Context: an optimization exercise on an open-source flow, tuned for a short achievable clock period and few clock cycles. The choices shown serve that exercise and are no tape-out recipe. RTL that was checked went through simulation tests only; none was proved equivalent to the original. Power figures rest on the tool's default switching activity, not on a simulated workload.

// idxfp
module idxfp (
    input             clk,
    input             rst,             
    input             reset_capable,   
    input             poll,
    input      [31:0] now,
    output            busy,
    input             rx_avail,
    input       [7:0] rx_data,
    output            rx_pop,
    output            rdr_rst_n,
    output            ev_read,
    output            ev_remove,
    output     [39:0] ev_tag,
    input             cfg_req,
    input             cfg_we,
    input       [1:0] cfg_addr,
    input      [31:0] cfg_wdata,
    output     [31:0] cfg_rdata
);
Size in the first run: ~1400 cells after synthesis, roughly 260 flip-flops, ~160 I/O pins.
clock: 5.0 ns
lec_check: 0
cap_margin: 20
core_margin: 2
core_utilization: 40
setup_slack_margin: 2.7
slew_margin: 20
synth_hierarchical: 1
run.sh (not shown) runs the stock make flow with config.mk's settings and CLKGATE_MAP_FILE= SYNTH_SCRIPT=/design/flow/synth_recipe.tcl, a recipe that flattens the netlist after the stock synthesis.
Testbench counts at the start, summed over its fixed seeds: cycles 54,354.
==> next run, changes <==
--- a/flow/config.mk
+++ b/flow/config.mk
@@ -13 +12,0 @@
-export SYNTH_HIERARCHICAL = 1
Core utilization stays flat.
Routed wire length went down by a few percent.
Worst setup slack got worse by 200 ps.
Synthesized area drops by a few percent.
Global-route usage went down by 0.20 points.
Total power decreases by a few percent.

========
run Y:
Another version of the RTL of idxfp (not shown whole).
For scale: roughly 1900 cells after synthesis, about 160 I/O pins, ~15000 um^2 of cells after synthesis.
clock: 5.0 ns
lec_check: 0
cap_margin: 20
core_margin: 2
core_utilization: 40
setup_slack_margin: 2.7
slew_margin: 20
synth_hierarchical: 1
standard.sh (not shown) runs the stock make flow with config.mk's settings and CLKGATE_MAP_FILE= SYNTH_SCRIPT=/design/flow/synth_recipe.tcl, a recipe that flattens the netlist after the stock synthesis.
==> flow/flow/run.sh <==
#!/bin/bash
# The standard layout flow (standard.sh), with the platform's don't-use
# list extended by slow high-fan-in OR/NOR cells, 3-input XOR/XNOR cells and
# the adder cells, so that ABC and the resizer map the logic onto faster
# gates. Everything else, synthesis script included, is the standard flow.
set -euo pipefail
here=$(pwd)
du=$(make -s -C "$FLOW_HOME" DESIGN_CONFIG="$here/config.mk" WORK_HOME="$here/orfs" \
       print-DONT_USE_CELLS 2> "$here/print_dont_use.log" | sed -n 's/^DONT_USE_CELLS: //p')
extra=$(tr '\n' ' ' < "$here/flow/dont_use_extra.txt")
bash standard.sh "DONT_USE_CELLS=$du $extra" finish > "$here/standard_flow.log" 2>&1
==> flow/flow/dont_use_extra.txt <==
sky130_fd_sc_hd__or3_*
sky130_fd_sc_hd__or3b_*
sky130_fd_sc_hd__or4_*
sky130_fd_sc_hd__or4b_*
sky130_fd_sc_hd__or4bb_*
sky130_fd_sc_hd__nor4_*
sky130_fd_sc_hd__nor4b_*
sky130_fd_sc_hd__nor4bb_*
sky130_fd_sc_hd__xor3_*
sky130_fd_sc_hd__xnor3_*
sky130_fd_sc_hd__a2111o_*
sky130_fd_sc_hd__a2111oi_*
sky130_fd_sc_hd__fa_*
sky130_fd_sc_hd__ha_*
sky130_fd_sc_hd__nor3_*
sky130_fd_sc_hd__nor3b_*
sky130_fd_sc_hd__and4b_*
sky130_fd_sc_hd__and4bb_*
sky130_fd_sc_hd__mux4_*
What run Z does differently from run Y at the input level:
-- flow/flow/dont_use_extra.txt --
<<< run Y, line 19
sky130_fd_sc_hd__mux4_*
>>> run Z, line 19
sky130_fd_sc_hd__mux4_*
sky130_fd_sc_hd__mux2_*
sky130_fd_sc_hd__and4_*
sky130_fd_sc_hd__o2111a_*
==> notes.md <==
Compared with run Y, run Z is the more power-hungry design.
Run Z finished every stage and its layout cleared the timing, design-rule and antenna checks.
Stage delay of the slowest cell on the critical path was lower in the run labelled run Y.
Per the comparison of run Z with run Y, internal power contribution rose about 6.5%; smallest hold slack has remained practically unchanged.
For run Y, the top routing layer in use was met5, unlike run Z, where it was met4.
No run of this note included a check of the RTL's function; only the layout flow was run.

========
## job 1706
idxfp, a different RTL version from the one above (not shown whole).
Size in the first run: ~160 I/O pins, roughly 14,000 sq um of cells after synthesis.
Settings: LEC_CHECK=0, CAP_MARGIN=20, CORE_MARGIN=2, CORE_UTILIZATION=40, SETUP_SLACK_MARGIN=2.8, SLEW_MARGIN=20, SYNTH_HIERARCHICAL=1; clock period 5.0 ns.
run.sh (not shown) runs the stock make flow with config.mk's settings and CLKGATE_MAP_FILE= SYNTH_SCRIPT=/design/flow/synth_recipe.tcl, a recipe that flattens the netlist after the stock synthesis.
Stock flow here: none of the scripts above is used.
Testbench counts of job 1706, summed over its fixed seeds: cycles 53,383.
The following lists how job 7593 was set up differently from job 1706:
- SETUP_SLACK_MARGIN now 2.6, was 2.8
--- outcome ---
- Higher number of buffers inserted to repair setup after CTS goes to job 1706 over job 7593.
- Share of post-route cells with drive strength above 1 (lower): job 7593
- First-pass GRT wire length, job 7593 vs job 1706: down by a few percent
- Job 7593 vs job 1706: number of clock buffers inserted by TritonCTS up in job 7593
- Compared with job 1706, job 7593 degrades fmax.
- Diff job 1706..job 7593 | total I/O pin count | unchanged
- The lower wire length came out of job 7593.
- | number of cells after detailed placement | job 1706 vs job 7593 | ≈ equal |
- The estimated power of job 7593 ends up higher than the estimate for job 1706.
- From job 1706 to job 7593, number of distinct library cells after synthesis did not move at all.
- Detailed-route wire length per cell in job 7593 is about 5% below job 1706.
Input-level comparison between job 9186 and job 7593:
- swapping 2.6 for 2.7 in SETUP_SLACK_MARGIN
==> flow/flow/run.sh (new file) <==
#!/bin/bash
# The standard layout flow (standard.sh), with the platform's don't-use
# list extended by the slow cells listed in dont_use_extra.txt (high-fan-in
# OR/NOR cells, 3-input XOR/XNOR, adder and majority cells, wide AND-OR
# cells), so that ABC and the resizer map the logic onto faster gates.
# Everything else, synthesis script included, is the standard flow.
set -euo pipefail
here=$(pwd)
du=$(make -s -C "$FLOW_HOME" DESIGN_CONFIG="$here/config.mk" WORK_HOME="$here/orfs" \
       print-DONT_USE_CELLS 2> "$here/print_dont_use.log" | sed -n 's/^DONT_USE_CELLS: //p')
if [[ -z "$du" ]]; then
  echo "could not read the platform's DONT_USE_CELLS" >&2
  exit 1
fi
extra=$(tr '\n' ' ' < "$here/flow/dont_use_extra.txt")
bash standard.sh "DONT_USE_CELLS=$du $extra" finish > "$here/standard_flow.log" 2>&1
==> flow/flow/dont_use_extra.txt (new file) <==
sky130_fd_sc_hd__or3_*
sky130_fd_sc_hd__or3b_*
sky130_fd_sc_hd__or4_*
sky130_fd_sc_hd__or4b_*
sky130_fd_sc_hd__or4bb_*
sky130_fd_sc_hd__nor4_*
sky130_fd_sc_hd__nor4b_*
sky130_fd_sc_hd__nor4bb_*
sky130_fd_sc_hd__xor3_*
sky130_fd_sc_hd__xnor3_*
sky130_fd_sc_hd__a2111o_*
sky130_fd_sc_hd__a2111oi_*
sky130_fd_sc_hd__fa_*
sky130_fd_sc_hd__ha_*
sky130_fd_sc_hd__maj3_*
sky130_fd_sc_hd__a211oi_*
sky130_fd_sc_hd__a211o_*
sky130_fd_sc_hd__a311o_*
sky130_fd_sc_hd__a311oi_*
sky130_fd_sc_hd__o311a_*
sky130_fd_sc_hd__o311ai_*
==> flow/standard.sh (new file) <==
#!/bin/bash
# synth_recipe.tcl (not shown) runs the flow's synth.tcl, then flattens the netlist and writes it again
# the make line also repeats each setting of config.mk as NAME=value (left out here)
make -C /OpenROAD-flow-scripts/flow DESIGN_CONFIG=/design/flow/config.mk WORK_HOME=/design/flow/orfs CLKGATE_MAP_FILE= SYNTH_SCRIPT=/design/flow/synth_recipe.tcl "${@:-finish}"
removed: flow/run.sh
## What came out
Job 9186: done, clean on timing, DRC and antenna
In job 9186, the core utilization of the finished layout came out 0.29 points below the value in job 7593.
Taking job 7593 as the reference, in job 9186 length of routed met3 wiring shows an increase of 930 um, number of antenna violations at the first check in global routing up 2, fraction of area in registers lower, total clock buffers created by CTS shows an increase of 3, met1 layer usage reported by global route increased by 0.37 points relative to the old numbers.
Design area: job 9186 worse than job 7593
| final critical delay including setup and external delays | higher: job 7593 |
Of job 9186 and job 7593, it is job 9186 that has the higher non-clock buffer count.
Inputs modified between job 9186 and job 2293:
- CORE_UTILIZATION changed from 40 to 60
==> flow/run.sh (new file) <==
#!/bin/bash
# synth_recipe.tcl (not shown) runs the flow's synth.tcl, then flattens the netlist and writes it again
# the make line also repeats each setting of config.mk as NAME=value (left out here)
make -C /OpenROAD-flow-scripts/flow DESIGN_CONFIG=/design/flow/config.mk WORK_HOME=/design/flow/orfs CLKGATE_MAP_FILE= SYNTH_SCRIPT=/design/flow/synth_recipe.tcl finish
removed: flow/flow/run.sh
removed: flow/flow/dont_use_extra.txt
removed: flow/standard.sh
Results
Job 2293 went all the way through the flow, and no timing, DRC or antenna check failed.
Compared to job 9186, job 2293 has first-pass GRT wire length about 6% lower.
Job 9186 leaves more setup margin than job 2293.
Clock slew seen by the registers of the worst setup and hold paths across job 9186 and job 2293: no real change.
Compared with job 9186, total placed instance area in job 2293 decreased slightly.
Worst setup slack after placement in job 2293 is 260 ps lower than in job 9186
Looking at clock network power share, job 2293 sits 1.3 points below job 9186.
Relative to job 2293, the following input files were edited for job 6638:
- changing CORE_UTILIZATION from 60 to 40
==> flow/flow/run.sh (new file) <==
#!/bin/bash
# The standard layout flow (standard.sh), with the platform's don't-use
# list extended by slow high-fan-in OR/NOR cells, 3-input XOR/XNOR cells and
# the adder cells, so that ABC and the resizer map the logic onto faster
# gates. Everything else, synthesis script included, is the standard flow.
set -euo pipefail
here=$(pwd)
du=$(make -s -C "$FLOW_HOME" DESIGN_CONFIG="$here/config.mk" WORK_HOME="$here/orfs" \
       print-DONT_USE_CELLS 2> "$here/print_dont_use.log" | sed -n 's/^DONT_USE_CELLS: //p')
extra=$(tr '\n' ' ' < "$here/flow/dont_use_extra.txt")
bash standard.sh "DONT_USE_CELLS=$du $extra" finish > "$here/standard_flow.log" 2>&1
==> flow/flow/dont_use_extra.txt (new file) <==
sky130_fd_sc_hd__or3_*
sky130_fd_sc_hd__or3b_*
sky130_fd_sc_hd__or4_*
sky130_fd_sc_hd__or4b_*
sky130_fd_sc_hd__or4bb_*
sky130_fd_sc_hd__nor4_*
sky130_fd_sc_hd__nor4b_*
sky130_fd_sc_hd__nor4bb_*
sky130_fd_sc_hd__xor3_*
sky130_fd_sc_hd__xnor3_*
sky130_fd_sc_hd__a2111o_*
sky130_fd_sc_hd__a2111oi_*
sky130_fd_sc_hd__fa_*
sky130_fd_sc_hd__ha_*
==> flow/standard.sh (new file) <==
#!/bin/bash
# synth_recipe.tcl (not shown) runs the flow's synth.tcl, then flattens the netlist and writes it again
# the make line also repeats each setting of config.mk as NAME=value (left out here)
make -C /OpenROAD-flow-scripts/flow DESIGN_CONFIG=/design/flow/config.mk WORK_HOME=/design/flow/orfs CLKGATE_MAP_FILE= SYNTH_SCRIPT=/design/flow/synth_recipe.tcl "${@:-finish}"
removed: flow/run.sh
### Flow results
Job 2293 has a higher logic depth of the worst path, buffers included than job 6638.
Compared job 6638 against job 2293; final clock period utilization by the worst path within noise.
Of the two values seen for worst setup path category, input port to flop was produced by job 2293 and input port to primary output by job 6638.
Re clock tree buffer count of the final layout: job 2293 was lower than job 6638.
Power: job 6638 draws more than job 2293
Delta (job 6638 minus job 2293): buffer and inverter count on the worst path shows an increase of 1; cell row count rose 22%; initial antenna violation count went up 1; global-route wire length before repair went up by about 3%.
Overall track demand over capacity in global routing, job 2293 and job 6638: lower on job 6638
Job 6638 ended up with met5 as its highest routing layer actually used; job 2293 ended up with met4.
Vias: job 6638 below job 2293

==> re-timing with driven ports <==
No port has a modelled driver above. Below, the same layouts with a new extraction and two added sets of constraints. Step 1, drivers: a clkbuf_16 drives clk and a buf_2 each remaining input, both assumed. Step 2 adds t to the input delays and takes it off the output delays; t is the mean of the earliest and latest rising clock arrival at the registers after step 1. Input paths then give back, and output paths get back, about the clock's delay inside the block. Three values: ideal ports, drivers, drivers and shift; two values: the first two.
run	t (ns)	slack for setup (ns)	worst hold slack (ns)	clock arrival spread, ns	slew at the worst register clock pin (ns)
the first run of note 1	0.601	2.527 / 2.520 / 1.919	0.437 / 0.437 / 0.437	0.016 / 0.016	0.06 / 0.06
the second run of note 1	0.600	2.330 / 2.344 / 1.744	0.432 / 0.432 / 0.432	0.018 / 0.018	0.06 / 0.06
run Y	0.621	2.578 / 2.571 / 1.961	0.434 / 0.434 / 0.434	0.013 / 0.014	0.06 / 0.06
run Z	0.626	2.395 / 2.392 / 1.766	0.434 / 0.434 / 0.434	0.021 / 0.022	0.06 / 0.06
job 1706	0.599	2.608 / 2.606 / 2.008	0.431 / 0.431 / 0.431	0.016 / 0.015	0.06 / 0.06
job 7593	0.601	2.580 / 2.597 / 1.995	0.424 / 0.424 / 0.424	0.012 / 0.013	0.06 / 0.06
job 9186	0.560	2.646 / 2.597 / 2.180	0.434 / 0.434 / 0.434	0.025 / 0.025	0.06 / 0.06
job 2293	0.597	2.567 / 2.580 / 1.983	0.436 / 0.436 / 0.436	0.009 / 0.010	0.07 / 0.07
job 6638	0.606	2.570 / 2.524 / 1.960	0.433 / 0.433 / 0.433	0.034 / 0.034	0.06 / 0.06
After both steps every run listed still meets setup and hold. The setup slack of run Z, which loses most, moves by -0.003 ns with the drivers and by -0.629 ns with both steps.
